This is an optimization exercise on Yosys and OpenROAD, whose aim is small area, a short achievable clock period and few clock cycles, not a production implementation.
The RTL was checked by simulation tests, not by an equivalence proof against the original design.
No activity file was given, so power comes from the tool's default toggle rates.

==> flow/config.mk <==
export PLATFORM = sky130hd
export DESIGN_NAME = scc_chinj
export DESIGN_NICKNAME = scc_chinj
export VERILOG_FILES = /design/flow/design.v
export SDC_FILE = /design/flow/constraint.sdc
export NUM_CORES = 4
export LEC_CHECK = 0
export CAP_MARGIN = 20
export CORE_MARGIN = 2
export CORE_UTILIZATION = 40
export PLACE_DENSITY = 0.6
export SLEW_MARGIN = 20
==> flow/constraint.sdc <==
create_clock -name core_clock -period 10.0 [get_ports {clk}]
set_input_delay 2.0000 -clock core_clock [delete_from_list [all_inputs] [get_ports {clk}]]
set_output_delay 2.0000 -clock core_clock [all_outputs]
set_load 0.01 [all_outputs]
==> flow/design.v <==
module scc_chinj (
    input  wire        clk,
    input  wire        rst,
    input  wire        start,
    input  wire        seed_load,
    input  wire [31:0] seed_in,
    input  wire [31:0] txlen,
    input  wire [31:0] window,
    output wire        ready,
    output wire        done,
    output wire [31:0] seed_out,
    output wire [31:0] nflip,
    input  wire        in_valid,
    output wire        in_ready,
    input  wire [31:0] in_data,
    output wire        out_valid,
    input  wire        out_ready,
    output wire [31:0] out_data
);
    localparam [1:0] S_IDLE  = 2'd0,
                     S_SETUP = 2'd1,
                     S_RUN   = 2'd2,
                     S_DONE  = 2'd3;
    function [31:0] lstep(input [31:0] l);
        lstep = {l[30:0], l[31] ^ l[21] ^ l[1] ^ l[0]};
    endfunction
    function [31:0] lstep4(input [31:0] l);
        lstep4 = lstep(lstep(lstep(lstep(l))));
    endfunction
    function [31:0] lstep8(input [31:0] l);
        lstep8 = lstep4(lstep4(l));
    endfunction
    function [12:0] sub12(input [11:0] a, input [11:0] b);
        reg [11:0] g, p, G, P;
        integer i, lv, k;
        begin
            g = ~a & b;
            p = ~(a ^ b);
            G = g; P = p;
            for (lv = 1; lv < 12; lv = lv * 2)
                for (i = 11; i >= 0; i = i - 1)
                    if ((i / lv) % 2 == 1) begin
                        k = (i / lv) * lv - 1;
                        G[i] = G[i] | (P[i] & G[k]);
                        P[i] = P[i] & P[k];
                    end
            sub12 = {G[11], a ^ b ^ {G[10:0], 1'b0}};
        end
    endfunction
    function [33:0] add33(input [32:0] a, input [32:0] b, input ci);
        reg [32:0] g, p, G, P;
        integer i, lv, k;
        begin
            g = a & b;
            p = a ^ b;
            G = g; P = p;
            G[0] = g[0] | (p[0] & ci);
            for (lv = 1; lv < 33; lv = lv * 2)
                for (i = 32; i >= 0; i = i - 1)
                    if ((i / lv) % 2 == 1) begin
                        k = (i / lv) * lv - 1;
                        G[i] = G[i] | (P[i] & G[k]);
                        P[i] = P[i] & P[k];
                    end
            add33 = {G[32], p ^ {G[31:0], ci}};
        end
    endfunction
    function [31:0] inc32(input [31:0] x);
        reg [31:0] A;
        integer i, lv, k;
        begin
            A = x;
            for (lv = 1; lv < 32; lv = lv * 2)
                for (i = 31; i >= 0; i = i - 1)
                    if ((i / lv) % 2 == 1) begin
                        k = (i / lv) * lv - 1;
                        A[i] = A[i] & A[k];
                    end
            inc32 = x ^ {A[30:0], 1'b1};
        end
    endfunction
    function [26:0] dec27(input [26:0] x);
        reg [26:0] A;
        integer i, lv, k;
        begin
            A = ~x;
            for (lv = 1; lv < 27; lv = lv * 2)
                for (i = 26; i >= 0; i = i - 1)
                    if ((i / lv) % 2 == 1) begin
                        k = (i / lv) * lv - 1;
                        A[i] = A[i] & A[k];
                    end
            dec27 = x ^ {A[25:0], 1'b1};
        end
    endfunction
    function [9:0] r4step(input [9:0] r, input [1:0] d, input [9:0] l, input [11:0] l3);
        reg [11:0] t;
        reg [12:0] d1, d2, d3;
        begin
            t  = {r, d};
            d1 = sub12(t, {2'b00, l});
            d2 = sub12(t, {1'b0, l, 1'b0});
            d3 = sub12(t, l3);
            r4step = !d3[12] ? d3[9:0] : !d2[12] ? d2[9:0] : !d1[12] ? d1[9:0] : t[9:0];
        end
    endfunction
    reg  [1:0]  state;
    reg  [31:0] lf;          
    reg  [31:0] nflip_r;
    reg  [31:0] wl;          
    reg  [31:0] rl;          
    reg  [31:0] gp;          
    reg  [31:0] fp;          
    reg  [31:0] buf_r;
    reg  [26:0] wcnt;        
    reg         part;        
    reg  [11:0] l3;          
    reg         narrow;      
    reg         rle;         
    reg         rlt;         
    reg         fv;          
    reg         act;         
    reg         a0, a1;      
    reg  [1:0]  ph;          
    reg  [9:0]  r0, r1;      
    reg  [9:0]  res;         
    reg         resv;
    reg         sl;          
    reg  [5:0]  scnt;        
    reg         fpend;       
    reg         bfull;
    reg         ov;
    wire [31:0] lf8 = lstep8(lf);
    reg  [3:0]  b0;
    always @* begin
        case (ph)
            2'd0: b0 = lf8[7:4];
            2'd1: b0 = lf[3:0];
            2'd2: b0 = lf[7:4];
            default: b0 = lf[11:8];
        endcase
    end
    reg  [3:0]  b1;
    always @* begin
        case ({a0, ph})
            3'b100: b1 = lf[15:12];
            3'b101: b1 = lf[19:16];
            3'b110: b1 = lf[23:20];
            3'b111: b1 = lf[27:24];
            3'b000: b1 = lf[15:12];
            3'b001: b1 = lf[11:8];
            3'b010: b1 = lf[7:4];
            default: b1 = lf[3:0];
        endcase
    end
    wire [9:0]  l10   = wl[9:0];
    wire [9:0]  c0_in = (ph == 2'd0) ? 10'd0 : r0;
    wire [9:0]  c0_m  = r4step(c0_in, b0[3:2], l10, l3);
    wire [9:0]  c0    = r4step(c0_m,  b0[1:0], l10, l3);
    wire [9:0]  c1_in = (ph == 2'd0) ? r0 : r1;
    wire [9:0]  c1_m  = r4step(c1_in, b1[3:2], l10, l3);
    wire [9:0]  c1    = r4step(c1_m,  b1[1:0], l10, l3);
    wire        sbit  = lf8[~scnt[2:0]];
    wire [32:0] sub_a = sl ? {fp, sbit} : {1'b0, rl};
    wire [33:0] sub_r = add33(sub_a, ~{1'b0, wl}, 1'b1);
    wire        sub_b = !sub_r[33];                  
    wire        sub_z = (sub_r[32:0] == 33'd0);
    wire [31:0] s_rem = sub_b ? sub_a[31:0] : sub_r[31:0];
    wire        acc      = (state == S_IDLE || state == S_DONE) && start;
    wire        setup    = (state == S_SETUP);
    wire        running  = (state == S_RUN);
    wire        load     = in_valid && !bfull && (setup || running);
    wire        emit     = ov && out_ready && running;
    wire        fhit     = fpend && (fp[31:5] == 27'd0);
    wire        fapply   = fhit && running && (load || (bfull && !ov));
    wire        wpend    = act || a0 || a1 || resv || sl;
    wire        wdone    = !wpend || (gp[31:5] != 27'd0);
    wire [31:0] fmask    = 32'h8000_0000 >> fp[4:0];
    wire        lastword = (wcnt == 27'd0) || (wcnt == 27'd1 && !part);
    wire [31:0] gp_dec   = {dec27(gp[31:5]), gp[4:0]};
    wire [31:0] fp_dec   = {dec27(fp[31:5]), fp[4:0]};
    wire        ffree    = !fpend || fapply;
    wire        xfer     = resv && ffree && !ov && running;
    wire        pend     = ph == 2'd3;
    wire        stall    = a1 && pend && resv && !xfer;
    wire        pidle    = !a0 && !a1;
    wire        adv      = (a0 || a1) && !stall && running;
    wire        can0     = act && fv && narrow && !rlt && running;
    wire        go0      = can0 && (pidle || (pend && !stall));
    wire        repl     = act && fv && rlt && running && pidle && !resv && !sl;
    wire        sfin     = sl && (scnt == 6'd32);
    wire        sbitc    = sl && !sfin;
    wire        sgo      = act && fv && !narrow && !rlt && running && pidle && !resv &&
                           !sl && !fpend && (gp[31:5] == 27'd0);
    wire        hand     = xfer || sfin;                
    wire        dstart   = go0 || sgo;                  
    wire [31:0] fs_a     = sl ? fp : gp;
    wire [9:0]  fs_b     = sl ? {5'd0, gp[4:0]} : res;
    wire [32:0] f_sum    = add33({1'b0, fs_a}, {23'd0, fs_b}, 1'b0);
    wire [32:0] g_sum    = add33({1'b0, gp}, {1'b0, wl}, 1'b0);
    wire [11:0] l3_new   = add33({23'd0, wl[9:0]}, {22'd0, wl[9:0], 1'b0}, 1'b0);
    assign ready     = (state == S_IDLE) || (state == S_DONE);
    assign done      = (state == S_DONE);
    assign seed_out  = lf;
    assign nflip     = nflip_r;
    assign in_ready  = !bfull;
    assign out_valid = ov;
    assign out_data  = buf_r;
    always @(posedge clk) begin
        if (rst)
            state <= S_IDLE;
        else if (acc)
            state <= S_SETUP;
        else if (setup)
            state <= (rl == 32'd0) ? S_DONE : S_RUN;
        else if (running) begin
            if (emit && lastword)
                state <= S_DONE;
        end else
            state <= S_IDLE;
    end
    always @(posedge clk) begin
        l3     <= l3_new;
        narrow <= (wl[31:10] == 22'd0);
        rle    <= sub_b || sub_z;
        rlt    <= sub_b;
        fv     <= !(acc || dstart || repl || sl);
    end
    always @(posedge clk) begin
        if (rst || acc)
            act <= 1'b0;
        else if (setup)
            act <= (wl != 32'd0) && (rl != 32'd0);
        else if (dstart && rle)
            act <= 1'b0;
    end
    always @(posedge clk) begin
        if (rst || acc) begin
            a0 <= 1'b0;
            a1 <= 1'b0;
            ph <= 2'd0;
        end else begin
            if (adv) begin
                ph <= ph + 2'd1;
                if (pend) begin
                    a0 <= 1'b0;
                    a1 <= a0;
                end
            end
            if (go0) begin
                a0 <= 1'b1;
                ph <= 2'd0;
            end
        end
    end
    always @(posedge clk) begin
        if (rst || acc)
            resv <= 1'b0;
        else if (adv && pend && a1)
            resv <= 1'b1;
        else if (xfer)
            resv <= 1'b0;
    end
    always @(posedge clk) begin
        if (rst || acc)
            sl <= 1'b0;
        else if (sgo)
            sl <= 1'b1;
        else if (sfin)
            sl <= 1'b0;
    end
    always @(posedge clk) begin
        if (sgo)
            scnt <= 6'd0;
        else if (sbitc)
            scnt <= scnt + 6'd1;
    end
    always @(posedge clk) begin
        if (rst || acc)
            fpend <= 1'b0;
        else if (hand)
            fpend <= 1'b1;
        else if (fapply)
            fpend <= 1'b0;
    end
    always @(posedge clk) begin
        if (rst || acc)
            bfull <= 1'b0;
        else if (load)
            bfull <= 1'b1;
        else if (emit)
            bfull <= 1'b0;
    end
    always @(posedge clk) begin
        if (rst || acc)
            ov <= 1'b0;
        else if (emit)
            ov <= 1'b0;
        else if (running && (load || bfull))
            ov <= wdone;
    end
    always @(posedge clk) begin
        if (acc)
            part <= (txlen[4:0] != 5'd0);
        else if (emit && wcnt == 27'd0)
            part <= 1'b0;
    end
    always @(posedge clk) begin
        if (rst)
            lf <= 32'd1;
        else if (acc && seed_load)
            lf <= seed_in;
        else if ((adv && a0) || (sbitc && scnt[2:0] == 3'd7))
            lf <= lf8;
    end
    always @(posedge clk) if (adv && a0) r0 <= c0;
    always @(posedge clk) if (adv && a1) r1 <= c1;
    always @(posedge clk) if (adv && a1 && pend) res <= c1;
    always @(posedge clk) begin
        if (acc)
            wl <= window;
        else if (repl)
            wl <= rl;
    end
    always @(posedge clk) begin
        if (acc)
            rl <= txlen;
        else if (dstart)
            rl <= sub_r[31:0];
    end
    always @(posedge clk) begin
        if (acc)
            wcnt <= txlen[31:5];
        else if (emit && wcnt != 27'd0)
            wcnt <= dec27(wcnt);
    end
    always @(posedge clk) begin
        if (rst)
            nflip_r <= 32'd0;
        else if (acc || hand)
            nflip_r <= acc ? 32'd0 : inc32(nflip_r);
    end
    always @(posedge clk) begin
        if (acc || hand || emit)
            gp <= acc ? 32'd0 : hand ? g_sum[31:0] : gp_dec;
    end
    always @(posedge clk) begin
        if (hand || emit || sgo || sbitc)
            fp <= hand ? f_sum[31:0] : emit ? fp_dec : (sgo ? 32'd0 : s_rem);
    end
    always @(posedge clk) begin
        if (load || fapply)
            buf_r <= (load ? in_data : buf_r) ^ (fapply ? fmask : 32'd0);
    end
endmodule
==> flow/run.sh <==
#!/bin/bash
# synth_recipe.tcl (not shown) runs the flow's synth.tcl, then flattens the netlist and writes it again
# the make line also repeats each setting of config.mk as NAME=value (left out here)
make -C /OpenROAD-flow-scripts/flow DESIGN_CONFIG=/design/flow/config.mk WORK_HOME=/design/flow/orfs CLKGATE_MAP_FILE= SYNTH_SCRIPT=/design/flow/synth_recipe.tcl finish
==> results of run 1 <==
-- worst min path at each step --
stage,start,to,slack [ns],cells past startpoint
after global routing,nflip_r[1],nflip_r[1],0.52,2
after floorplan,bfull,bfull,0.46,1
after global placement,nflip_r[1],nflip_r[1],0.46,2
after detailed placement,nflip_r[2],nflip_r[2],0.48,2
final,nflip_r[1],nflip_r[1],0.49,2
after CTS,nflip_r[2],nflip_r[2],0.49,2
-- where the power goes --
group / switching, mW / internal, mW
registers: 0.364 / 1.99
logic: 3.99 / 2.90
clock network: 0.620 / 0.912
-- through the flow --
step / setup WS, ns / instances / utilization / hold slack, ns / area [sq um]
6_report: 2.044 / 3895 / 0.4761 / 0.4909 / 30690
5_1_grt: 1.508 / 3894 / 0.4760 / 0.5153 / 30690
4_1_cts: 2.163 / 3894 / 0.4758 / 0.4879 / 30670
3_5_place_dp: 2.191 / 3821 / 0.4549 / 0.4806 / 29320
3_3_place_gp: 2.436 / 3821 / 0.4549 / 0.4592 / 29320
2_1_floorplan: 3.143 / 2812 / - / 0.4556 / 26050
-- per-layer routing --
metal  share of wire  vias to the layer above  track usage
met5               0                        -            0
met4           0.024                        0      0.06370
met3           0.076                      133      0.03593
met2            0.45                      863       0.4111
met1            0.45                    10848       0.3538
li1                -                    10575            -
-- registers in the layout (all words and copies together) (netlist names), 2 cells and up --
register  cells
buf_r        32
fp           32
gp           32
l3           12
lf           32
nflip_r      32
ph            2
r0           10
r1           10
res          10
rl           32
scnt          6
state         2
wcnt         27
wl           32
-- layout make-up --
type	instances	area, sq um	share of cell area
multi-input cells	2230	16590	0.5406
flip-flops and latches	316	8512	0.2773
repair buffers	267	2587	0.08431
well taps	855	1070	0.03486
clock buffers	48	1052	0.03429
inverters	153	574.3	0.01871
clock inverters	25	300.3	0.009784
diodes	1	2.502	0.00008154
-- layout by cell type, fill, tap and decap left out, drive strengths merged, types with 16 or more instances in the layout --
master / synthesis / layout
a211oi: 49 / 49
a21o: 65 / 65
a21oi: 151 / 151
and2: 16 / 16
and3: 19 / 19
buf: 19 / 34
clkbuf: 94 / 48
clkdlybuf4s50: 0 / 233
dfxtp: 98 / 98
edfxtp: 218 / 218
fa: 61 / 61
ha: 241 / 241
inv: 153 / 157
mux2: 51 / 51
mux2i: 111 / 111
nand2: 269 / 269
nand2b: 36 / 36
nand3: 53 / 53
nand4: 18 / 18
nor2: 258 / 258
nor2b: 22 / 22
nor3: 64 / 64
nor4: 37 / 37
o21a: 30 / 30
o21ai: 165 / 165
o31ai: 16 / 16
or3: 16 / 16
xnor2: 151 / 151
xor2: 108 / 108
-- logic make-up after synthesis --
logic type,Yosys count,share of synthesized area
adders and majority gates,302,0.1626
buffers and inverters,266,0.03862
DFF,316,0.3266
muxes,162,0.06470
AOI/OAI and AO/OA,640,0.1614
and+or+nand+nor,863,0.1555
xor gates and xnor gates,263,0.09055
-- worst reg2reg max path: cells and delay by family, from the launching register on --
kind | cells | cell delay, ns
buf+inv | 1 | 0.12
fa+ha+maj | 4 | 1.29
flops | 1 | 0.39
simple gates | 5 | 1.58
mux | 3 | 1.03
compound gates | 12 | 3.32
==> results.py, run 1 <==
metrics = {
    "yosys": {
        "yosysMostFrequentCell": "nand2_1",
        "ys_warn_count": 1,
        "synth_edf_count": 218,
        "synth_seq_cells": 316,
        "yosys-top-cells-count": "nand2_1, nor2_1, ha_1, edfxtp_1, o21ai_0",
        "syn_avg_cell_area_sq_um": 9.263,
        "synthCells": 2812,
        "async_flop_share": 0,
        "syn_nets": 3248,
        "synth_top_cell_area_share": 0.2513,
        "yosysSeqAreaShare": 0.3266,
        "yosys.area.top_type": "edfxtp_1",
        "synthTopCellsByArea": "edfxtp_1, ha_1, dfxtp_1",
        "synth.distinct_cells": 80,
        "syn-cell-area_sq_mm": 0.02605,
        "synthFlopType": "edfxtp_1",
    },
    "global_route": {
        "grt_pass1_wl_microns": 131800,
        "grt_max_degree": 84,
        "grt_pass1_vias": 22005,
        "grt.overflow.total": 0,
        "grt_antenna_before_repair": 0,
        "grt_use_total": 0.2530,
    },
    "placement": {
        "place_hpwl_microns": 65900,
        "gp_congestion": 0.9468,
        "portBuffers": 233,
    },
    "floorplanning": {
        "start_util": 0.4041,
        "die_h_microns": 259.2,
        "rows": 93,
        "die_area_sq_mm": 0.06718,
        "die_w_microns": 259.2,
        "io_pins": 234,
        "core_region_area_sq_mm": 0.06446,
    },
    "layout": {
        "n_fill_cell": 6162,
        "finalNetCount": 3445,
        "drive_above_1_share": 0.06515,
        "syn_to_final_growth_pct": 17.83,
    },
    "pwr": {
        "cellPowerDensity_mw_per_mm2": 351.4,
        "ir_drop_mv": 0.2088,
        "leakagePower_nw": 12.46,
        "fin_total_pwr_mw": 10.78,
    },
    "worst_setup_path": {
        "critPathLaunchType": "flip-flop",
        "cp-startpoint": "ph[0]",
        "end_kind": "flip-flop",
        "crit_slowest_cell": "or4_1",
        "worstSetupEndpoint": "r1[1]",
        "rrSetupSlack_ns": 2.04,
        "reg2reg_to": "r1[1]",
        "crit_buf_inv": 1,
        "slowest_delay_ns": 0.68,
        "reg2reg_depth": 25,
        "worstPathArrival_ns": 8.29,
        "cp_max_fo": 11,
        "crit_type": "reg2reg",
        "worstPathRequired_ns": 10.33,
        "timing.rr.start": "ph[0]",
        "cp.depth": 25,
        "path_delay_family": "compound AO/OA/AOI/OAI gates",
    },
    "clock_tree": {
        "cts_sinks": 316,
        "ctsHoldBuffers": 0,
        "cts_root_buf": "clkbuf_16",
        "path_clk_slew_ns": 0.06,
        "cts_buffers": 41,
        "cts_resized": 0,
        "htree_levels": 2,
        "cts_setup_buffers": 0,
        "clk-insertion-delay-late_ns": 0.57,
        "cts_tree": "built",
        "ctsLongestPathBuffers": 3,
    },
    "route": {
        "wirelength_microns": 86830,
        "via_per_inst": 5.756,
        "ant_nets": 0,
        "wl_per_cell_microns": 22.29,
        "drtIter0Drc": 2024,
        "drc": 0,
        "drtPass1Iterations": 6,
        "vias": 22419,
    },
    "timing": {
        "setup_tns_ns": 0,
        "setup_viol": 0,
        "tightest_slew_ns": 1.136,
        "finalCritPeriodShare": 0.7956,
        "fmax_mhz": 125.7,
        "grt_setup_unrepaired": "false",
        "slew_viol_final": 0,
        "fin_crit_ns": 7.956,
        "hold_viol_final": 0,
        "slew_headroom": 0.2344,
        "clock-skew-final_ns": 0.01507,
    },
    "job": {
        "maxCapViolCount": 0,
    },
    "hold_path": {
        "hold_class": "reg2reg",
    },
    "status": {
        "status": "complete, no violations",
    },
}
Testbench counts, summed over its fixed seeds: cycles 21,974.
==> inputs of run 2 (changes only) <==
--- a/flow/design.v
+++ b/flow/design.v
@@ -122,6 +122,7 @@
     reg         act;         
     reg         a0, a1;      
     reg  [1:0]  ph;          
+    reg         p0;          
     reg  [9:0]  r0, r1;      
     reg  [9:0]  res;         
     reg         resv;
@@ -131,40 +132,48 @@
     reg         bfull;
     reg         ov;
     wire [31:0] lf8 = lstep8(lf);
-    reg  [3:0]  b0;
+    reg  [31:0] lf_d;
+    reg  [1:0]  ph_d;
+    reg         a0_d;
+    reg  [5:0]  scnt_d;
+    reg  [3:0]  b0, b1;      
+    reg         sbit;
+    reg  [3:0]  b0_d, b1_d;
+    reg  [31:0] lf8_d;
     always @* begin
-        case (ph)
-            2'd0: b0 = lf8[7:4];
-            2'd1: b0 = lf[3:0];
-            2'd2: b0 = lf[7:4];
-            default: b0 = lf[11:8];
+        lf8_d = lstep8(lf_d);
+        case (ph_d)
+            2'd0: b0_d = lf8_d[7:4];
+            2'd1: b0_d = lf_d[3:0];
+            2'd2: b0_d = lf_d[7:4];
+            default: b0_d = lf_d[11:8];
         endcase
-    end
-    reg  [3:0]  b1;
-    always @* begin
-        case ({a0, ph})
-            3'b100: b1 = lf[15:12];
-            3'b101: b1 = lf[19:16];
-            3'b110: b1 = lf[23:20];
-            3'b111: b1 = lf[27:24];
-            3'b000: b1 = lf[15:12];
-            3'b001: b1 = lf[11:8];
-            3'b010: b1 = lf[7:4];
-            default: b1 = lf[3:0];
+        case ({a0_d, ph_d})
+            3'b100: b1_d = lf_d[15:12];
+            3'b101: b1_d = lf_d[19:16];
+            3'b110: b1_d = lf_d[23:20];
+            3'b111: b1_d = lf_d[27:24];
+            3'b000: b1_d = lf_d[15:12];
+            3'b001: b1_d = lf_d[11:8];
+            3'b010: b1_d = lf_d[7:4];
+            default: b1_d = lf_d[3:0];
         endcase
     end
+    always @(posedge clk) begin
+        b0   <= b0_d;
+        b1   <= b1_d;
+        sbit <= lf8_d[~scnt_d[2:0]];
+    end
     wire [9:0]  l10   = wl[9:0];
-    wire [9:0]  c0_in = (ph == 2'd0) ? 10'd0 : r0;
+    wire [9:0]  c0_in = p0 ? 10'd0 : r0;
     wire [9:0]  c0_m  = r4step(c0_in, b0[3:2], l10, l3);
     wire [9:0]  c0    = r4step(c0_m,  b0[1:0], l10, l3);
-    wire [9:0]  c1_in = (ph == 2'd0) ? r0 : r1;
+    wire [9:0]  c1_in = p0 ? r0 : r1;
     wire [9:0]  c1_m  = r4step(c1_in, b1[3:2], l10, l3);
     wire [9:0]  c1    = r4step(c1_m,  b1[1:0], l10, l3);
-    wire        sbit  = lf8[~scnt[2:0]];
     wire [32:0] sub_a = sl ? {fp, sbit} : {1'b0, rl};
     wire [33:0] sub_r = add33(sub_a, ~{1'b0, wl}, 1'b1);
     wire        sub_b = !sub_r[33];                  
-    wire        sub_z = (sub_r[32:0] == 33'd0);
     wire [31:0] s_rem = sub_b ? sub_a[31:0] : sub_r[31:0];
     wire        acc      = (state == S_IDLE || state == S_DONE) && start;
     wire        setup    = (state == S_SETUP);
@@ -222,7 +231,7 @@
     always @(posedge clk) begin
         l3     <= l3_new;
         narrow <= (wl[31:10] == 22'd0);
-        rle    <= sub_b || sub_z;
+        rle    <= sub_b || (rl == wl);
         rlt    <= sub_b;
         fv     <= !(acc || dstart || repl || sl);
     end
@@ -234,26 +243,28 @@
         else if (dstart && rle)
             act <= 1'b0;
     end
-    always @(posedge clk) begin
+    always @* begin
         if (rst || acc) begin
-            a0 <= 1'b0;
-            a1 <= 1'b0;
-            ph <= 2'd0;
+            a0_d = 1'b0;
+            ph_d = 2'd0;
+        end else if (go0) begin
+            a0_d = 1'b1;
+            ph_d = 2'd0;
         end else begin
-            if (adv) begin
-                ph <= ph + 2'd1;
-                if (pend) begin
-                    a0 <= 1'b0;
-                    a1 <= a0;
-                end
-            end
-            if (go0) begin
-                a0 <= 1'b1;
-                ph <= 2'd0;
-            end
+            a0_d = (adv && pend) ? 1'b0 : a0;
+            ph_d = adv ? ph + 2'd1 : ph;
         end
     end
     always @(posedge clk) begin
+        a0 <= a0_d;
+        ph <= ph_d;
+        p0 <= (ph_d == 2'd0);
+        if (rst || acc)
+            a1 <= 1'b0;
+        else if (adv && pend)
+            a1 <= a0;
+    end
+    always @(posedge clk) begin
         if (rst || acc)
             resv <= 1'b0;
         else if (adv && pend && a1)
@@ -269,12 +280,15 @@
         else if (sfin)
             sl <= 1'b0;
     end
-    always @(posedge clk) begin
+    always @* begin
         if (sgo)
-            scnt <= 6'd0;
+            scnt_d = 6'd0;
         else if (sbitc)
-            scnt <= scnt + 6'd1;
+            scnt_d = scnt + 6'd1;
+        else
+            scnt_d = scnt;
     end
+    always @(posedge clk) scnt <= scnt_d;
     always @(posedge clk) begin
         if (rst || acc)
             fpend <= 1'b0;
@@ -305,14 +319,17 @@
         else if (emit && wcnt == 27'd0)
             part <= 1'b0;
     end
-    always @(posedge clk) begin
+    always @* begin
         if (rst)
-            lf <= 32'd1;
+            lf_d = 32'd1;
         else if (acc && seed_load)
-            lf <= seed_in;
+            lf_d = seed_in;
         else if ((adv && a0) || (sbitc && scnt[2:0] == 3'd7))
-            lf <= lf8;
+            lf_d = lf8;
+        else
+            lf_d = lf;
     end
+    always @(posedge clk) lf <= lf_d;
     always @(posedge clk) if (adv && a0) r0 <= c0;
     always @(posedge clk) if (adv && a1) r1 <= c1;
     always @(posedge clk) if (adv && a1 && pend) res <= c1;
--- a/flow/config.mk
+++ b/flow/config.mk
@@ -7,6 +7,7 @@
 export LEC_CHECK = 0
 export CAP_MARGIN = 20
 export CORE_MARGIN = 2
-export CORE_UTILIZATION = 40
-export PLACE_DENSITY = 0.6
+export CORE_UTILIZATION = 60
+export PLACE_DENSITY = 0.7
+export SETUP_SLACK_MARGIN = 3
 export SLEW_MARGIN = 20
==> run 2 against run 1 <==
  * Routed wire length is 5.4% lower
  * Critical path depth grew 3
  * Synthesized cell count is 3.9% higher
  * Worst setup slack better by 1.3 ns
  * Cell area is 0.94% higher
  * Fmax rose by 19%
  * Die area fell by 31%
  * Via count is 3.7% higher
  * Non-clock buffer count grew 12
==> results.py, run 2 <==
metrics = {
    "status": {
        "status": "complete, no violations",
    },
    "yosys": {
        "synthTopCellsByArea": "edfxtp_1, ha_1, dfxtp_1",
        "synth_seq_cells": 326,
        "yosysMostFrequentCell": "nand2_1",
        "syn-cell-area_sq_mm": 0.02667,
        "synthFlopType": "edfxtp_1",
        "syn_avg_cell_area_sq_um": 9.124,
        "synthCells": 2923,
        "synth_edf_count": 218,
        "ys_warn_count": 1,
        "synth_top_cell_area_share": 0.2455,
        "yosys.area.top_type": "edfxtp_1",
        "synth.distinct_cells": 92,
        "async_flop_share": 0,
        "syn_nets": 3353,
        "yosysSeqAreaShare": 0.3265,
        "yosys-top-cells-count": "nand2_1, nor2_1, ha_1, edfxtp_1, xnor2_1",
    },
    "pwr": {
        "ir_drop_mv": 0.4746,
        "cellPowerDensity_mw_per_mm2": 264.6,
        "p_sw_mw": 3.428,
        "p_sw_frac": 0.4182,
        "p_seq_frac": 0.258,
        "clock_power_share": 0.178,
        "p_int_mw": 4.768,
        "leakagePower_nw": 12.28,
        "combPwrFrac": 0.564,
    },
    "route": {
        "ant_nets": 0,
        "via_per_inst": 6.223,
        "drtIter0Drc": 2140,
        "dr.max_layer_used": "met5",
        "met2_length_microns": 39170,
        "drc": 0,
        "wirelength_microns": 82120,
        "wl_met1_microns": 33210,
        "drtPass1Iterations": 5,
        "vias": 23256,
        "wl_per_cell_microns": 21.98,
        "wl_met3_microns": 5833,
    },
    "job": {
        "maxCapViolCount": 0,
    },
    "layout": {
        "final_util": 0.7036,
        "final_common_cell": "nand2_1",
        "drive_above_1_share": 0.06614,
        "n_antenna_cell": 0,
        "finalNetCount": 3545,
        "syn_to_final_growth_pct": 16.16,
        "postLayoutCellArea_sq_mm": 0.03098,
        "final_cells": 3737,
        "mostFrequentLayoutCells": "nand2_1, nor2_1, ha_1, clkdlybuf4s50_1, edfxtp_1",
    },
    "timing": {
        "hold_viol_final": 0,
        "grt_setup_unrepaired": "false",
        "fin_ws_ns": 3.328,
        "setup_viol": 0,
        "tightest_slew_ns": 1.029,
        "fin_crit_ns": 6.672,
        "finalCritPeriodShare": 0.6672,
        "fmax_mhz": 149.9,
        "clock-skew-final_ns": 0.02248,
        "slew_viol_final": 0,
        "setup_tns_ns": 0,
        "slew_headroom": 0.3121,
    },
    "worst_setup_path": {
        "worstPathRequired_ns": 10.30,
        "path_common_cell": "o21a_1",
        "path_delay_family": "compound AO/OA/AOI/OAI gates",
        "slowest_delay_ns": 0.47,
        "crit_slowest_cell": "dfxtp_4",
        "critPathLaunchType": "flip-flop",
        "crit_buf_inv": 1,
        "cp_max_fo": 11,
        "end_kind": "flip-flop",
        "worstPathArrival_ns": 6.97,
        "crit_type": "reg2reg",
    },
    "placement": {
        "post-place-ws_ns": 2.184,
        "gp_congestion": 0.9533,
        "postPlaceCellArea_sq_mm": 0.02954,
        "dp_cells": 3653,
        "portBuffers": 233,
        "place_hpwl_microns": 62020,
    },
    "clock_tree": {
        "cts_buffers": 38,
        "cts_sinks": 326,
        "clk-insertion-delay-late_ns": 0.58,
        "path_clk_slew_ns": 0.06,
        "ctsLongestPathBuffers": 3,
        "htree_levels": 2,
        "cts_root_buf": "clkbuf_16",
        "cts_tree": "built",
    },
    "floorplanning": {
        "start_util": 0.6057,
        "core_region_area_sq_mm": 0.04403,
        "die_w_microns": 214.8,
        "rows": 77,
        "io_pins": 234,
        "die_h_microns": 214.8,
        "die_area_sq_mm": 0.04615,
    },
    "global_route": {
        "grt_pass1_wl_microns": 128800,
        "grt_max_degree": 87,
        "grt_use_total": 0.3523,
        "grt.overflow.total": 0,
        "grt_antenna_before_repair": 1,
        "grt_pass1_vias": 23204,
    },
    "hold_path": {
        "hold_class": "reg2reg",
    },
}
## run 2: metrics by stage
step	power, mW	hold WS (ns)
finish	8.197	0.4875
floorplan	5.429	0.4556
CTS	8.099	0.4908
detailed placement	6.624	0.4737
global route	8.792	0.5267
global placement	6.466	0.4562
## run 2: worst min-delay path, delay by kind of cell (launching register included)
| family | cells | cell delay (ns) |
|---|---|---|
| DFF | 1 | 0.33 |
| and+or+nand+nor | 1 | 0.06 |
| AOI/OAI and AO/OA | 1 | 0.05 |
## run 2: repair_timing
| action | in CTS | in global routing |
|---|---|---|
| cloned | 0 | 0 |
| pin swaps | 0 | 2 |
| setup buffers | 0 | 14 |
| gates resized for setup | 5 | 11 |
| hold buffers | 0 | 0 |
| setup endpoints to repair | 30 | 49 |
## run 2: power groups by stage
stage | clock network, mW | logic (mW) | registers [mW]
after floorplan | 0 | 3.38 | 2.05
after global placement | 0 | 4.33 | 2.13
after global routing | 1.52 | 5.15 | 2.13
after detailed placement | 0 | 4.49 | 2.14
final | 1.46 | 4.63 | 2.11
after CTS | 1.46 | 4.52 | 2.11
## run 2: path summary, 6_finish.rpt
check	startpoint	endpoint	slack [ns]	depth (start not counted)
max	p0	res[4]	3.33	28
min	nflip_r[4]	nflip_r[4]	0.49	2
max reg2reg	p0	res[4]	3.33	28
min reg2reg	nflip_r[4]	nflip_r[4]	0.49	2
## run 2: cell families after synthesis
logic type                 Yosys count  synth area share
DFF                                326            0.3265
buffers and inverters              298           0.04373
AOI/OAI and AO/OA                  600            0.1465
and+or+nand+nor                    945            0.1660
xor gates and xnor gates           304            0.1017
adders and majority gates          296            0.1560
muxes                              154           0.05949
## run 2: routing by layer
metal	track usage	up-vias
met1	0.4501	11235
li1	-	10800
met3	0.05237	231
met4	0.1586	2
met5	0	-
met2	0.5922	988
## run 2: cell type report
class | instances | area (sq um)
Timing Repair Buffer | 279 | 2678
Inverter | 171 | 654.4
Tap cell | 592 | 740.7
Multi-Input combinational cell | 2299 | 16930
Fill cell | 3482 | 13050
Clock buffer | 52 | 1055
Sequential cell | 326 | 8716
Clock inverter | 18 | 211.5
Testbench counts of run 2, summed over its fixed seeds: cycles 21,974.
==> inputs of run 3 (changes only) <==
--- a/flow/config.mk
+++ b/flow/config.mk
@@ -9,5 +9,4 @@
 export CORE_MARGIN = 2
 export CORE_UTILIZATION = 60
 export PLACE_DENSITY = 0.7
-export SETUP_SLACK_MARGIN = 3
 export SLEW_MARGIN = 20
==> run 3 against run 2 <==
  * Critical path depth down 3
  * Highest routed layer unchanged
  * Worst setup slack worse by 1.1 ns
  * Clock power about the same
  * Synthesized cell count unchanged
  * Clock skew down 0.00053 ns
  * Combinational power down 2%
  * First-iteration DRC count down 3.5%
  * Sequential power about the same
  * Largest power group unchanged
  * Critical endpoint unchanged
  * Sequential cell count unchanged
  * Non-clock buffer count down 14
==> results.py, run 3 <==
metrics = {
    "pwr": {
        "cellPowerDensity_mw_per_mm2": 263.9,
        "fin_total_pwr_mw": 8.132,
        "leakagePower_nw": 12.20,
        "ir_drop_mv": 0.4615,
    },
    "route": {
        "wl_met3_microns": 6118,
        "wl_per_cell_microns": 22.04,
        "dr.max_layer_used": "met5",
        "drc": 0,
        "met2_length_microns": 39270,
        "wirelength_microns": 82040,
        "via_per_inst": 6.211,
        "drtIter0Drc": 2065,
        "drtPass1Iterations": 6,
        "wl_met1_microns": 32850,
        "vias": 23125,
        "ant_nets": 0,
    },
    "worst_setup_path": {
        "crit_slowest_cell": "a211oi_1",
        "worstPathRequired_ns": 10.30,
        "slowest_delay_ns": 0.84,
        "crit_type": "reg2reg",
        "path_delay_family": "compound AO/OA/AOI/OAI gates",
        "worstPathArrival_ns": 8.07,
        "critPathLaunchType": "flip-flop",
        "end_kind": "flip-flop",
        "crit_buf_inv": 1,
        "cp_max_fo": 11,
    },
    "layout": {
        "multi_input_area_sq_mm": 0.01687,
        "n_antenna_cell": 0,
        "drive_above_1_share": 0.05845,
        "n_fill_cell": 3489,
        "syn_to_final_growth_pct": 15.55,
        "mostFrequentLayoutCells": "nand2_1, nor2_1, ha_1, clkdlybuf4s50_1, edfxtp_1",
        "final_common_cell": "nand2_1",
        "register_area_sq_mm": 0.008712,
        "finalNetCount": 3531,
    },
    "placement": {
        "portBuffers": 233,
        "place_hpwl_microns": 62020,
        "post-place-ws_ns": 2.184,
        "gp_congestion": 0.9533,
    },
    "clock_tree": {
        "cts_buffers": 38,
        "cts_sinks": 326,
        "htree_levels": 2,
        "path_clk_slew_ns": 0.06,
        "ctsHoldBuffers": 0,
        "ctsLongestPathBuffers": 3,
        "clk-insertion-delay-late_ns": 0.58,
        "cts_tree": "built",
        "cts_resized": 0,
        "cts_setup_buffers": 0,
        "cts_root_buf": "clkbuf_16",
    },
    "timing": {
        "grt_setup_unrepaired": "false",
        "finalCritPeriodShare": 0.7767,
        "clock-skew-final_ns": 0.02196,
        "slew_headroom": 0.3039,
        "fin_ws_ns": 2.233,
        "tightest_slew_ns": 1.041,
        "setup_viol": 0,
        "setup_tns_ns": 0,
        "fin_crit_ns": 7.767,
        "hold_viol_final": 0,
        "slew_viol_final": 0,
        "fmax_mhz": 128.8,
    },
    "floorplanning": {
        "start_util": 0.6057,
        "io_pins": 234,
        "rows": 77,
        "core_region_area_sq_mm": 0.04403,
        "die_h_microns": 214.8,
        "die_area_sq_mm": 0.04615,
        "die_w_microns": 214.8,
    },
    "global_route": {
        "grt_antenna_before_repair": 1,
        "grt_max_degree": 87,
        "grt_pass1_vias": 23179,
        "grt_use_total": 0.3521,
        "grt.overflow.total": 0,
        "grt_pass1_wl_microns": 128700,
    },
    "status": {
        "status": "complete, no violations",
    },
    "yosys": {
        "synthFlopType": "edfxtp_1",
        "syn_avg_cell_area_sq_um": 9.124,
        "synthTopCellsByArea": "edfxtp_1, ha_1, dfxtp_1",
        "yosys-top-cells-count": "nand2_1, nor2_1, ha_1, edfxtp_1, xnor2_1",
        "synth_top_cell_area_share": 0.2455,
        "synth_seq_cells": 326,
        "yosysSeqAreaShare": 0.3265,
        "synth.distinct_cells": 92,
        "syn-cell-area_sq_mm": 0.02667,
        "ys_warn_count": 1,
        "synth_edf_count": 218,
        "yosysMostFrequentCell": "nand2_1",
        "async_flop_share": 0,
        "syn_nets": 3353,
        "synthCells": 2923,
        "yosys.area.top_type": "edfxtp_1",
    },
    "hold_path": {
        "hold_class": "reg2reg",
    },
    "job": {
        "maxCapViolCount": 0,
    },
}
run 3: cell type report:
class / count / area share
timing repair buffer: 265 / 0.08348
clock inverter: 18 / 0.006862
sequential: 326 / 0.2827
tap: 592 / 0.02404
multi-input combinational: 2299 / 0.5475
clock buffer: 52 / 0.03423
inverter: 171 / 0.02123
run 3: worst paths after layout:
check	from	slack, ns	endpoint	cells past startpoint
worst max register to register	p0	2.23	res[4]	25
worst min-delay path	nflip_r[4]	0.49	nflip_r[4]	2
worst max-delay path	p0	2.23	res[4]	25
worst min register to register	nflip_r[4]	0.49	nflip_r[4]	2
run 3: kinds of logic after synthesis:
group           count (synthesis)  share of synthesized area
fa+ha+maj                     296                     0.1560
mux                           154                    0.05949
xor+xnor                      304                     0.1017
flops                         326                     0.3265
simple gates                  945                     0.1660
compound gates                600                     0.1465
buf+inv                       298                    0.04373
run 3: metal layers:
metal	up-vias	track usage
li1	10770	-
met1	11114	0.4503
met2	1017	0.5924
met3	222	0.05166
met4	2	0.1572
met5	-	0
run 3: report_power, final:
group / leakage [nW] / internal, mW / total, mW / switching, mW
Combinational: 8.64 / 2.03 / 4.55 / 2.53
Sequential: 2.94 / 1.85 / 2.12 / 0.270
Clock: 0.621 / 0.849 / 1.45 / 0.606
run 3: worst min-delay path: stages (launching register included):
cell	delay [ns]
dfxtp_1	0.33
nand2_1	0.06
a21oi_1	0.05
run 3: stage by stage:
stage / hold slack (ns) / area [sq um] / cells / utilization
finish: 0.4879 / 30820 / 3723 / 0.6999
global route: 0.5267 / 30820 / 3723 / 0.6999
CTS: 0.4908 / 30810 / 3723 / 0.6997
detailed placement: 0.4737 / 29540 / 3653 / 0.6710
global placement: 0.4562 / 29540 / 3653 / 0.6710
floorplan: 0.4556 / 26670 / 2923 / -
==> inputs of run 4 (changes only) <==
--- a/flow/design.v
+++ b/flow/design.v
@@ -111,7 +111,9 @@
     reg  [31:0] rl;          
     reg  [31:0] gp;          
     reg  [31:0] fp;          
-    reg  [31:0] buf_r;
+    reg  [31:0] buf_r;       
+    reg  [31:0] out_r;       
+    reg         lastq;       
     reg  [26:0] wcnt;        
     reg         part;        
     reg  [11:0] l3;          
@@ -180,8 +182,10 @@
     wire        running  = (state == S_RUN);
     wire        load     = in_valid && !bfull && (setup || running);
     wire        emit     = ov && out_ready && running;
+    wire        cand     = running && (bfull || load);    
+    wire        ofree    = !ov || out_ready;
     wire        fhit     = fpend && (fp[31:5] == 27'd0);
-    wire        fapply   = fhit && running && (load || (bfull && !ov));
+    wire        fapply   = fhit && cand;
     wire        wpend    = act || a0 || a1 || resv || sl;
     wire        wdone    = !wpend || (gp[31:5] != 27'd0);
     wire [31:0] fmask    = 32'h8000_0000 >> fp[4:0];
@@ -189,7 +193,9 @@
     wire [31:0] gp_dec   = {dec27(gp[31:5]), gp[4:0]};
     wire [31:0] fp_dec   = {dec27(fp[31:5]), fp[4:0]};
     wire        ffree    = !fpend || fapply;
-    wire        xfer     = resv && ffree && !ov && running;
+    wire        xfer     = resv && ffree && running;
+    wire        move     = cand && wdone && ofree && !xfer;
+    wire [31:0] cword    = (bfull ? buf_r : in_data) ^ (fapply ? fmask : 32'd0);
     wire        pend     = ph == 2'd3;
     wire        stall    = a1 && pend && resv && !xfer;
     wire        pidle    = !a0 && !a1;
@@ -214,7 +220,7 @@
     assign nflip     = nflip_r;
     assign in_ready  = !bfull;
     assign out_valid = ov;
-    assign out_data  = buf_r;
+    assign out_data  = out_r;
     always @(posedge clk) begin
         if (rst)
             state <= S_IDLE;
@@ -223,7 +229,7 @@
         else if (setup)
             state <= (rl == 32'd0) ? S_DONE : S_RUN;
         else if (running) begin
-            if (emit && lastword)
+            if (emit && lastq)
                 state <= S_DONE;
         end else
             state <= S_IDLE;
@@ -300,23 +306,23 @@
     always @(posedge clk) begin
         if (rst || acc)
             bfull <= 1'b0;
+        else if (move)
+            bfull <= 1'b0;
         else if (load)
             bfull <= 1'b1;
-        else if (emit)
-            bfull <= 1'b0;
     end
     always @(posedge clk) begin
         if (rst || acc)
             ov <= 1'b0;
+        else if (move)
+            ov <= 1'b1;
         else if (emit)
             ov <= 1'b0;
-        else if (running && (load || bfull))
-            ov <= wdone;
     end
     always @(posedge clk) begin
         if (acc)
             part <= (txlen[4:0] != 5'd0);
-        else if (emit && wcnt == 27'd0)
+        else if (move && wcnt == 27'd0)
             part <= 1'b0;
     end
     always @* begin
@@ -348,7 +354,7 @@
     always @(posedge clk) begin
         if (acc)
             wcnt <= txlen[31:5];
-        else if (emit && wcnt != 27'd0)
+        else if (move && wcnt != 27'd0)
             wcnt <= dec27(wcnt);
     end
     always @(posedge clk) begin
@@ -358,15 +364,25 @@
             nflip_r <= acc ? 32'd0 : inc32(nflip_r);
     end
     always @(posedge clk) begin
-        if (acc || hand || emit)
+        if (acc || hand || move)
             gp <= acc ? 32'd0 : hand ? g_sum[31:0] : gp_dec;
     end
     always @(posedge clk) begin
-        if (hand || emit || sgo || sbitc)
-            fp <= hand ? f_sum[31:0] : emit ? fp_dec : (sgo ? 32'd0 : s_rem);
+        if (hand || move || sgo || sbitc)
+            fp <= hand ? f_sum[31:0] : move ? fp_dec : (sgo ? 32'd0 : s_rem);
+    end
+    always @(posedge clk) begin
+        if (cand || load)
+            buf_r <= cword;
+    end
+    always @(posedge clk) begin
+        if (move)
+            out_r <= cword;
     end
     always @(posedge clk) begin
-        if (load || fapply)
-            buf_r <= (load ? in_data : buf_r) ^ (fapply ? fmask : 32'd0);
+        if (rst || acc)
+            lastq <= 1'b0;
+        else if (move)
+            lastq <= lastword;
     end
 endmodule
--- a/flow/config.mk
+++ b/flow/config.mk
@@ -9,4 +9,5 @@
 export CORE_MARGIN = 2
 export CORE_UTILIZATION = 60
 export PLACE_DENSITY = 0.7
+export SETUP_SLACK_MARGIN = 5
 export SLEW_MARGIN = 20
==> run 4 against run 3 <==
  * Worst setup slack better by 2.0 ns
  * Register-to-register slack better by 2.0 ns
  * Sequential share of layout area is essentially flat
  * First-iteration DRC count is 30% higher
  * Final cell count rose by 6.0%
  * Synthesized cell count increased by 1.6%
  * Global-route usage increased by 2.6 points
  * Routed wire length rose by 14%
  * Critical path depth increased by 3
  * Die area is 3.8% higher
  * Critical endpoint is now res[1]
  * Highest routed layer unchanged
==> results.py, run 4 <==
metrics = {
    "worst_setup_path": {
        "crit_slowest_cell": "dfxtp_4",
        "cp_max_fo": 8,
        "worstPathRequired_ns": 10.32,
        "end_kind": "flip-flop",
        "worstPathArrival_ns": 6.05,
        "cp-startpoint": "p0",
        "path_common_cell": "a21o_1",
        "critPathLaunchType": "flip-flop",
        "crit_type": "reg2reg",
        "timing.rr.start": "p0",
        "slowest_delay_ns": 0.38,
    },
    "yosys": {
        "async_flop_share": 0,
        "synth_edf_count": 250,
        "synthAdderAreaFrac": 0.1498,
        "ys_warn_count": 1,
        "synthFlopType": "edfxtp_1",
        "synth_seq_cells": 359,
        "yosysSeqAreaShare": 0.3499,
        "synthTopCellsByArea": "edfxtp_1, ha_1, dfxtp_1",
        "synth.area.mux_share": 0.05242,
        "syn-cell-area_sq_mm": 0.02769,
        "yosys-top-cells-count": "nand2_1, nor2_1, edfxtp_1, ha_1",
        "yosys.area.top_type": "edfxtp_1",
        "syn_avg_cell_area_sq_um": 9.320,
        "synth_compound_area_frac": 0.1486,
        "synthCells": 2971,
        "syn_nets": 3400,
        "yosys.area_share.simple": 0.1572,
        "synth_top_family_by_area": "simple AND/OR/NAND/NOR gates",
        "yosysMostFrequentCell": "nand2_1",
        "synth_top_cell_area_share": 0.2711,
        "synth.distinct_cells": 90,
        "yosys.area_share.xor_xnor": 0.1018,
    },
    "pwr": {
        "cellPowerDensity_mw_per_mm2": 301.7,
        "fin_total_pwr_mw": 10.36,
        "ir_drop_mv": 0.6578,
        "leakagePower_nw": 13.71,
    },
    "route": {
        "drtPass1Iterations": 8,
        "wirelength_microns": 93300,
        "vias": 24996,
        "via_per_inst": 6.336,
        "drc": 0,
        "drtIter0Drc": 2691,
        "wl_per_cell_microns": 23.65,
        "ant_nets": 0,
    },
    "clock_tree": {
        "ctsLongestPathBuffers": 3,
        "cts_buffers": 41,
        "cts_sinks": 359,
        "path_clk_slew_ns": 0.06,
        "clk-insertion-delay-late_ns": 0.58,
        "cts_tree": "built",
        "cts_root_buf": "clkbuf_16",
        "htree_levels": 2,
    },
    "hold_path": {
        "hp-start": "nflip_r[2]",
        "hold_class": "reg2reg",
    },
    "timing": {
        "slew_headroom": 0.2258,
        "slew_viol_final": 0,
        "setup_viol": 0,
        "setup_tns_ns": 0,
        "grt_setup_unrepaired": "true",
        "fin_ws_ns": 4.273,
        "tightest_slew_ns": 1.161,
        "hold_viol_final": 0,
        "fmax_mhz": 174.6,
        "fin_crit_ns": 5.727,
        "clock-skew-final_ns": 0.01489,
        "finalCritPeriodShare": 0.5727,
    },
    "layout": {
        "final_util": 0.7551,
        "n_fill_cell": 3259,
        "finalNetCount": 3743,
        "postLayoutCellArea_sq_mm": 0.03434,
        "syn_to_final_growth_pct": 24.02,
        "final_common_cell": "nand2_1",
        "mostFrequentLayoutCells": "nand2_1, nor2_1, edfxtp_1, clkdlybuf4s50_1, ha_1",
        "drive_above_1_share": 0.1474,
    },
    "global_route": {
        "grt_pass1_vias": 24795,
        "grt_antenna_before_repair": 1,
        "grt_max_degree": 99,
        "grt.overflow.total": 0,
        "grt_use_total": 0.3785,
        "grt_pass1_wl_microns": 139200,
    },
    "placement": {
        "post-place-ws_ns": 2.396,
        "postPlaceCellArea_sq_mm": 0.03078,
        "portBuffers": 233,
        "place_hpwl_microns": 65430,
        "gp_congestion": 0.9607,
    },
    "floorplanning": {
        "die_h_microns": 218.8,
        "die_area_sq_mm": 0.04788,
        "rows": 78,
        "start_util": 0.6089,
        "die_w_microns": 218.8,
        "io_pins": 234,
        "core_region_area_sq_mm": 0.04548,
    },
    "job": {
        "maxCapViolCount": 0,
    },
    "status": {
        "status": "complete, no violations",
    },
}
==> run 4: changes by cell type after synthesis, moves of 21 or more <==
cell      delta
mux2i_1     -27
nand3_1     -37
edfxtp_1    +32
xor2_1      +50
xnor2_1     -47
a21oi_1     +21
nand2_1     +41
==> run 4: cells by family after synthesis <==
family | count (synthesis)
compound gates | 632
simple gates | 948
fa+ha+maj | 295
xor+xnor | 310
flops | 359
mux | 139
buf+inv | 288
==> run 4: routing by layer <==
metal  vias up  wire length [microns]  global-route usage  share of wire
met3       364                   7661             0.06029          0.082
met1     12059                  34530              0.4604           0.37
met4         2                   6337              0.2178          0.068
li1      11290                      -                   -              -
met5         -                     11                   0        0.00012
met2      1281                  44750              0.6385           0.48
==> run 4: stage by stage <==
stage	instances	hold slack (ns)
4_1_cts	3894	0.4869
2_1_floorplan	2971	0.4783
6_report	3945	0.4818
3_5_place_dp	3718	0.4817
3_3_place_gp	3718	0.4595
5_1_grt	3944	0.5169
==> run 4: area by class of cell <==
type	count	area [sq um]	share of cell area
Multi-Input combinational cell	2330	18070	0.5263
Sequential cell	359	9704	0.2826
Timing Repair Buffer	408	3806	0.1108
Clock buffer	53	1165	0.03392
Tap cell	600	750.7	0.02186
Inverter	174	693.2	0.02018
Clock inverter	20	145.1	0.004226
Antenna cell	1	2.502	0.00007287
==> run 4: repair_timing <==
action                                  in CTS  in global routing
gates resized for setup                    155                 63
pin swaps                                   79                 58
gates cloned                                 4                  4
endpoints found under the setup margin     166                109
hold buffers                                 0                  0
setup buffers                               99                 46
==> run 4: path summary, 6_finish.rpt <==
| check | to | slack, ns | cells after the start |
|---|---|---|---|
| min | nflip_r[2] | 0.48 | 2 |
| min reg2reg | nflip_r[2] | 0.48 | 2 |
| max reg2reg | res[1] | 4.27 | 28 |
| max | res[1] | 4.27 | 28 |
==> run 4: report_power, final <==
group	switching, mW	internal, mW	total [mW]	leakage, nW
logic	3.51	3.03	6.55	9.83
registers	0.289	2.03	2.31	3.24
clock network	0.669	0.833	1.50	0.645
==> run 4: worst max-delay path, delay by kind of cell, from the launching register on <==
family                     cells  cell delay (ns)
buffers and inverters          3             0.48
and+or+nand+nor                2             0.26
muxes                          2             0.64
AOI/OAI and AO/OA             19             3.29
DFF                            1             0.38
adders and majority gates      2             0.39
Testbench counts of run 4, summed over its fixed seeds: cycles 20,307.
==> inputs of run 5 (changes only) <==
--- a/flow/config.mk
+++ b/flow/config.mk
@@ -9,5 +9,5 @@
 export CORE_MARGIN = 2
 export CORE_UTILIZATION = 60
 export PLACE_DENSITY = 0.7
-export SETUP_SLACK_MARGIN = 5
+export SETUP_SLACK_MARGIN = 4
 export SLEW_MARGIN = 20
==> run 5 against run 4 <==
  * Still clean
  * Power shrank 11%
  * Non-clock buffer count shrank 92
  * Fmax shrank 3.3%
==> results.py, run 5 <==
metrics = {
    "layout": {
        "drive_above_1_share": 0.09057,
        "syn_to_final_growth_pct": 18.16,
        "postLayoutCellArea_sq_mm": 0.03272,
        "n_antenna_cell": 0,
        "finalNetCount": 3645,
        "final_common_cell": "nand2_1",
        "mostFrequentLayoutCells": "nand2_1, nor2_1, edfxtp_1, clkdlybuf4s50_1, ha_1",
    },
    "clock_tree": {
        "htree_levels": 2,
        "clk-insertion-delay-late_ns": 0.58,
        "cts_root_buf": "clkbuf_16",
        "ctsLongestPathBuffers": 3,
        "cts_sinks": 359,
        "cts_tree": "built",
        "path_clk_slew_ns": 0.06,
        "ctsHoldBuffers": 0,
        "cts_buffers": 41,
    },
    "worst_setup_path": {
        "crit_slowest_cell": "edfxtp_1",
        "cp_max_fo": 6,
        "worstPathArrival_ns": 6.33,
        "path_common_cell": "a21o_1",
        "crit_type": "reg2reg",
        "slowest_delay_ns": 0.42,
        "end_kind": "flip-flop",
        "worstPathRequired_ns": 10.40,
        "critPathLaunchType": "flip-flop",
    },
    "timing": {
        "tightest_slew_ns": 0.9840,
        "clock-skew-final_ns": 0.01790,
        "fin_ws_ns": 4.076,
        "setup_tns_ns": 0,
        "fmax_mhz": 168.8,
        "timing.hold.ws_ns": 0.4850,
        "slew_viol_final": 0,
        "finalCritPeriodShare": 0.5924,
        "slew_headroom": 0.3384,
        "grt_setup_unrepaired": "false",
        "fin_crit_ns": 5.924,
        "setup_viol": 0,
        "hold_viol_final": 0,
    },
    "placement": {
        "post-place-ws_ns": 2.317,
        "postPlaceCellArea_sq_mm": 0.03058,
        "gp_congestion": 0.9908,
        "portBuffers": 233,
        "place_hpwl_microns": 64310,
    },
    "pwr": {
        "p_sw_frac": 0.4265,
        "ir_drop_mv": 0.2576,
        "cellPowerDensity_mw_per_mm2": 281.5,
        "p_seq_frac": 0.254,
        "p_sw_mw": 3.928,
        "clock_power_share": 0.165,
        "p_int_mw": 5.283,
        "combPwrFrac": 0.581,
        "leakagePower_nw": 13.02,
        "fin_total_pwr_mw": 9.211,
    },
    "yosys": {
        "yosysMostFrequentCell": "nand2_1",
        "yosys-top-cells-count": "nand2_1, nor2_1, edfxtp_1, ha_1",
        "syn_nets": 3400,
        "synth_seq_cells": 359,
        "syn-cell-area_sq_mm": 0.02769,
        "synth_edf_count": 250,
        "syn_avg_cell_area_sq_um": 9.320,
        "synthFlopType": "edfxtp_1",
        "synth.distinct_cells": 90,
        "yosys.area.top_type": "edfxtp_1",
        "synthCells": 2971,
        "yosysSeqAreaShare": 0.3499,
        "ys_warn_count": 1,
        "synthTopCellsByArea": "edfxtp_1, ha_1, dfxtp_1",
        "async_flop_share": 0,
        "synth_top_cell_area_share": 0.2711,
    },
    "global_route": {
        "grt_use_total": 0.3560,
        "grt_pass1_wl_microns": 131400,
        "grt_pass1_vias": 23024,
        "grt_max_degree": 86,
        "grt.overflow.total": 0,
        "grt_antenna_before_repair": 3,
    },
    "floorplanning": {
        "die_w_microns": 218.8,
        "die_area_sq_mm": 0.04788,
        "rows": 78,
        "io_pins": 234,
        "start_util": 0.6089,
        "core_region_area_sq_mm": 0.04548,
        "die_h_microns": 218.8,
    },
    "route": {
        "vias": 24042,
        "wl_per_cell_microns": 22.52,
        "wirelength_microns": 86610,
        "drtPass1Iterations": 7,
        "via_per_inst": 6.251,
        "drc": 0,
        "ant_nets": 0,
        "drtIter0Drc": 2725,
    },
    "job": {
        "maxCapViolCount": 0,
    },
    "hold_path": {
        "hold_class": "reg2reg",
    },
    "status": {
        "status": "complete, no violations",
    },
}
[run 5: cell count changes in the layout (fill, tap and decap cells not counted), moves of 7 or more]
| cell | delta |
|---|---|
| a21oi_1 | +10 |
| ha_4 | -9 |
| clkbuf_1 | +7 |
| o21ai_0 | +9 |
| buf_4 | -78 |
| a21oi_2 | -10 |
| nand2_1 | +7 |
| ha_1 | +9 |
[run 5: per-layer routing]
layer / share of wire / vias to the layer above / track usage
met4: 0.028 / 6 / 0.1070
met5: 0.00042 / - / 0
li1: - / 11088 / -
met1: 0.43 / 11540 / 0.5173
met2: 0.44 / 1235 / 0.5372
met3: 0.11 / 173 / 0.07013
[run 5: cells by family (layout without fill, tap and decap cells)]
family	after synthesis	count (layout)	share of synthesized area
xor+xnor	310	310	0.1018
fa+ha+maj	295	295	0.1498
buf+inv	288	563	0.04026
mux	139	139	0.05242
simple gates	948	948	0.1572
flops	359	359	0.3499
compound gates	632	632	0.1486
[run 5: path summary, 6_finish.rpt]
kind                            startpoint          to  slack [ns]  cells past startpoint
worst min-delay path            nflip_r[1]  nflip_r[1]        0.49                      2
worst max register to register       r0[0]      res[0]        4.08                     28
worst min register to register  nflip_r[1]  nflip_r[1]        0.49                      2
worst max-delay path                 r0[0]      res[0]        4.08                     28
[run 5: worst max-delay path, delay by kind of cell, from the launching register on]
family          cells  cell delay, ns
compound gates     18            3.16
mux                 4            1.11
fa+ha+maj           2            0.49
flops               1            0.42
simple gates        2            0.29
buf+inv             2            0.26
[run 5: repair_timing]
action	4_1_cts	5_1_grt
gates resized for setup	46	50
setup endpoints to repair	64	67
setup buffers	20	34
pin swaps	7	26
[run 5: power groups by stage]
| stage | Clock (mW) | Combinational (mW) | Sequential [mW] |
|---|---|---|---|
| 2_1_floorplan | 0 | 3.46 | 2.23 |
| 5_1_grt | 1.58 | 5.86 | 2.35 |
| 6_report | 1.52 | 5.36 | 2.34 |
| 4_1_cts | 1.53 | 4.90 | 2.32 |
| 3_5_place_dp | 0 | 4.66 | 2.35 |
| 3_3_place_gp | 0 | 4.51 | 2.34 |
[run 5: per-stage QoR]
| step | util | instances |
|---|---|---|
| after floorplan | - | 2971 |
| after global placement | 0.6724 | 3718 |
| after detailed placement | 0.6725 | 3718 |
| after CTS | 0.7085 | 3811 |
| after global routing | 0.7194 | 3846 |
| final | 0.7194 | 3846 |
[run 5: layout make-up]
type | instances | area (sq um)
Inverter | 174 | 678.2
Clock buffer | 59 | 1155
Multi-Input combinational cell | 2324 | 17260
Fill cell | 3546 | 12760
Clock inverter | 14 | 170.2
Sequential cell | 359 | 9698
Timing Repair Buffer | 316 | 3003
Tap cell | 600 | 750.7
==> inputs of run 6 (changes only) <==
--- a/flow/design.v
+++ b/flow/design.v
@@ -177,7 +177,8 @@
     wire [33:0] sub_r = add33(sub_a, ~{1'b0, wl}, 1'b1);
     wire        sub_b = !sub_r[33];                  
     wire [31:0] s_rem = sub_b ? sub_a[31:0] : sub_r[31:0];
-    wire        acc      = (state == S_IDLE || state == S_DONE) && start;
+    wire        lastx    = (state == S_RUN) && ov && lastq && out_ready;
+    wire        acc      = (state == S_IDLE || state == S_DONE || lastx) && start;
     wire        setup    = (state == S_SETUP);
     wire        running  = (state == S_RUN);
     wire        load     = in_valid && !bfull && (setup || running);
@@ -214,8 +215,8 @@
     wire [32:0] f_sum    = add33({1'b0, fs_a}, {23'd0, fs_b}, 1'b0);
     wire [32:0] g_sum    = add33({1'b0, gp}, {1'b0, wl}, 1'b0);
     wire [11:0] l3_new   = add33({23'd0, wl[9:0]}, {22'd0, wl[9:0], 1'b0}, 1'b0);
-    assign ready     = (state == S_IDLE) || (state == S_DONE);
-    assign done      = (state == S_DONE);
+    assign ready     = (state == S_IDLE) || (state == S_DONE) || lastx;
+    assign done      = (state == S_DONE) || lastx;
     assign seed_out  = lf;
     assign nflip     = nflip_r;
     assign in_ready  = !bfull;
@@ -229,8 +230,8 @@
         else if (setup)
             state <= (rl == 32'd0) ? S_DONE : S_RUN;
         else if (running) begin
-            if (emit && lastq)
-                state <= S_DONE;
+            if (lastx)
+                state <= S_IDLE;
         end else
             state <= S_IDLE;
     end
==> run 6 against run 5 <==
  * Combinational power decreased by 32%
  * Synthesized area increased by 0.66%
  * Power decreased by 23%
  * Worst setup slack improved by 0.17 ns
  * Critical path type unchanged
  * Largest power group unchanged
  * Count of clock-buffer cells in the layout decreased by 5
  * Core utilization decreased by 0.72 points
  * Via count increased by 0.52%
==> results.py, run 6 <==
metrics = {
    "placement": {
        "postPlaceCellArea_sq_mm": 0.03080,
        "portBuffers": 233,
        "gp_congestion": 1.001,
        "place_hpwl_microns": 67590,
    },
    "yosys": {
        "synth.distinct_cells": 103,
        "ys_warn_count": 1,
        "yosys-top-cells-count": "nand2_1, edfxtp_1, nor2_1, ha_1, inv_1",
        "syn_avg_cell_area_sq_um": 9.411,
        "yosysSeqAreaShare": 0.3476,
        "syn_nets": 3391,
        "yosys.area.top_type": "edfxtp_1",
        "syn-cell-area_sq_mm": 0.02787,
        "synth_seq_cells": 359,
        "synthFlopType": "edfxtp_1",
        "yosysMostFrequentCell": "nand2_1",
        "synthCells": 2962,
        "synth_edf_count": 250,
        "synthTopCellsByArea": "edfxtp_1, ha_1, dfxtp_1",
        "synth_top_cell_area_share": 0.2693,
        "async_flop_share": 0,
    },
    "clock_tree": {
        "path_clk_slew_ns": 0.06,
        "clk-insertion-delay-late_ns": 0.58,
        "cts_tree": "built",
        "ctsHoldBuffers": 0,
        "ctsLongestPathBuffers": 3,
        "htree_levels": 2,
        "cts_sinks": 359,
        "cts_buffers": 40,
        "cts_root_buf": "clkbuf_16",
    },
    "global_route": {
        "grt_antenna_before_repair": 0,
        "use_met3": 0.07081,
        "top_usage_layer": "met2",
        "grt_use_met1": 0.5016,
        "grt_pass1_wl_microns": 134800,
        "met2_usage": 0.5748,
        "grt_max_degree": 75,
        "grt_use_total": 0.3662,
        "grt_pass1_vias": 23312,
        "grt.overflow.total": 0,
    },
    "worst_setup_path": {
        "crit_slowest_cell": "edfxtp_1",
        "worstPathRequired_ns": 10.30,
        "worstPathArrival_ns": 6.05,
        "timing.rr.start": "r0[0]",
        "rrSetupSlack_ns": 4.25,
        "slowest_delay_ns": 0.51,
        "end_kind": "flip-flop",
        "cp_max_fo": 10,
        "cp-startpoint": "r0[0]",
        "worstSetupEndpoint": "r1[9]",
        "crit_type": "reg2reg",
        "reg2reg_depth": 26,
        "reg2reg_to": "r1[9]",
        "critPathLaunchType": "flip-flop",
    },
    "route": {
        "wirelength_microns": 88950,
        "ant_nets": 0,
        "drtIter0Drc": 2360,
        "vias": 24166,
        "drtPass1Iterations": 5,
        "drc": 0,
        "wl_per_cell_microns": 23.31,
        "via_per_inst": 6.333,
    },
    "layout": {
        "n_fill_cell": 3496,
        "register_area_sq_mm": 0.009701,
        "mostFrequentLayoutCells": "nand2_1, edfxtp_1, nor2_1, ha_1, clkdlybuf4s50_1",
        "drive_above_1_share": 0.08489,
        "final_util": 0.7122,
        "syn_to_final_growth_pct": 16.46,
        "multi_input_area_sq_mm": 0.01735,
        "n_antenna_cell": 0,
        "postLayoutCellArea_sq_mm": 0.03246,
        "final_common_cell": "nand2_1",
        "finalNetCount": 3614,
    },
    "pwr": {
        "ir_drop_mv": 0.3453,
        "leakagePower_nw": 12.87,
        "cellPowerDensity_mw_per_mm2": 219.9,
        "fin_total_pwr_mw": 7.138,
    },
    "timing": {
        "hold_viol_final": 0,
        "clock-skew-final_ns": 0.02212,
        "finalCritPeriodShare": 0.5749,
        "grt_setup_unrepaired": "true",
        "fin_crit_ns": 5.749,
        "setup_tns_ns": 0,
        "fmax_mhz": 173.9,
        "setup_viol": 0,
        "tightest_slew_ns": 1.039,
        "slew_viol_final": 0,
        "slew_headroom": 0.3050,
    },
    "hold_path": {
        "hold_class": "reg2reg",
        "whs_path_depth": 2,
    },
    "floorplanning": {
        "start_util": 0.6116,
        "die_area_sq_mm": 0.04820,
        "core_region_area_sq_mm": 0.04558,
        "rows": 78,
        "die_w_microns": 219.5,
        "die_h_microns": 219.5,
        "io_pins": 234,
    },
    "job": {
        "maxCapViolCount": 0,
    },
    "status": {
        "status": "complete, no violations",
    },
}
run 6: cell count changes after synthesis, moves of 9 or more:
cell     previous run  this run
nor2_1            276       246
a22oi_1             5        14
a21o_1             48        39
nor3_1             48        72
nand2_1           357       342
mux2i_1            91       113
or2_2               6        16
o21ai_0           170       152
run 6: how the worst min path moves through the flow:
stage                    start          to
CTS                 nflip_r[1]  nflip_r[1]
global route        nflip_r[1]  nflip_r[1]
global placement    nflip_r[1]  nflip_r[1]
finish              nflip_r[1]  nflip_r[1]
detailed placement  nflip_r[1]  nflip_r[1]
floorplan                   a0          a1
run 6: logic make-up after synthesis:
family                   share of synthesized area
buffers and inverters                      0.03968
AO/OA/AOI/OAI                               0.1478
flip-flops                                  0.3476
adder cells (fa/ha/maj)                     0.1488
AND/OR/NAND/NOR                             0.1588
XOR/XNOR                                    0.1002
multiplexers                               0.05714
run 6: area by class of cell:
cell class,instances,area share
Clock buffer,54,0.03338
Clock inverter,19,0.003276
Inverter,168,0.01962
Multi-Input combinational cell,2319,0.5345
Sequential cell,359,0.2988
Tap cell,600,0.02313
Timing Repair Buffer,297,0.08727
run 6: layer usage:
metal  vias to the layer above  wire [microns]
met1                     11613           36230
met2                      1286           39940
met4                         0            3728
met3                       205            9057
met5                         -               0
li1                      11062               -
run 6: critical path: cells and delay by family (launching register included):
family                     cells  cell delay, ns
buffers and inverters          2            0.27
DFF                            1            0.51
and+or+nand+nor                5            0.89
AOI/OAI and AO/OA             15            2.79
muxes                          2            0.46
adders and majority gates      2            0.55
run 6: timing repair:
action | CTS | global route
pin swaps | 4 | 6
gates cloned | 1 | 0
resized for setup | 27 | 42
setup endpoints to repair | 61 | 63
hold endpoints to repair | 0 | 0
setup buffers | 14 | 16
run 6: where the power goes:
group | total (mW) | switching [mW] | internal (mW)
registers | 2.08 | 0.200 | 1.88
logic | 3.64 | 2.02 | 1.62
clock network | 1.42 | 0.654 | 0.763
total | 7.14 | 2.87 | 4.26
run 6: metrics by stage:
step | worst slack (ns) | std cells | hold WS, ns
global placement | 3.174 | 3712 | 0.4541
CTS | 4.022 | 3800 | 0.4923
finish | 4.251 | 3816 | 0.4888
global route | 3.950 | 3816 | 0.5124
floorplan | 4.095 | 2962 | 0.4739
detailed placement | 2.843 | 3712 | 0.4847
Testbench counts of run 6, summed over its fixed seeds: cycles 20,115.

==> port drivers added, routing unchanged <==
In the flow no input, the clock included, has a driving cell. The finished layouts below were timed again as built, in two steps. Step 1, drivers: a clkbuf_16 drives clk and a buf_2 each remaining input, both assumed. Step 2 also shifts input and output timing later by t, the mid clock arrival at the registers, as if the neighbouring blocks saw the same clock. a / b / c = ideal ports / drivers / drivers and shift; a / b = the first two.
run | t (ns) | setup slack, ns | worst slew at a driven data input, ns
run 1 | 0.619 | 2.044 / 2.044 / 2.044 | 0.07
run 2 | 0.627 | 3.328 / 3.328 / 3.328 | 0.06
run 3 | 0.625 | 2.233 / 2.233 / 2.233 | 0.06
run 4 | 0.641 | 4.273 / 4.273 / 4.273 | 0.07
run 5 | 0.629 | 4.076 / 4.076 / 3.683 | 0.07
run 6 | 0.633 | 4.251 / 4.251 / 3.693 | 0.07
After both steps every run listed still meets setup and hold. For run 6, which loses most, drivers alone change the setup slack by 0.000 ns; drivers and shift together by -0.558 ns.
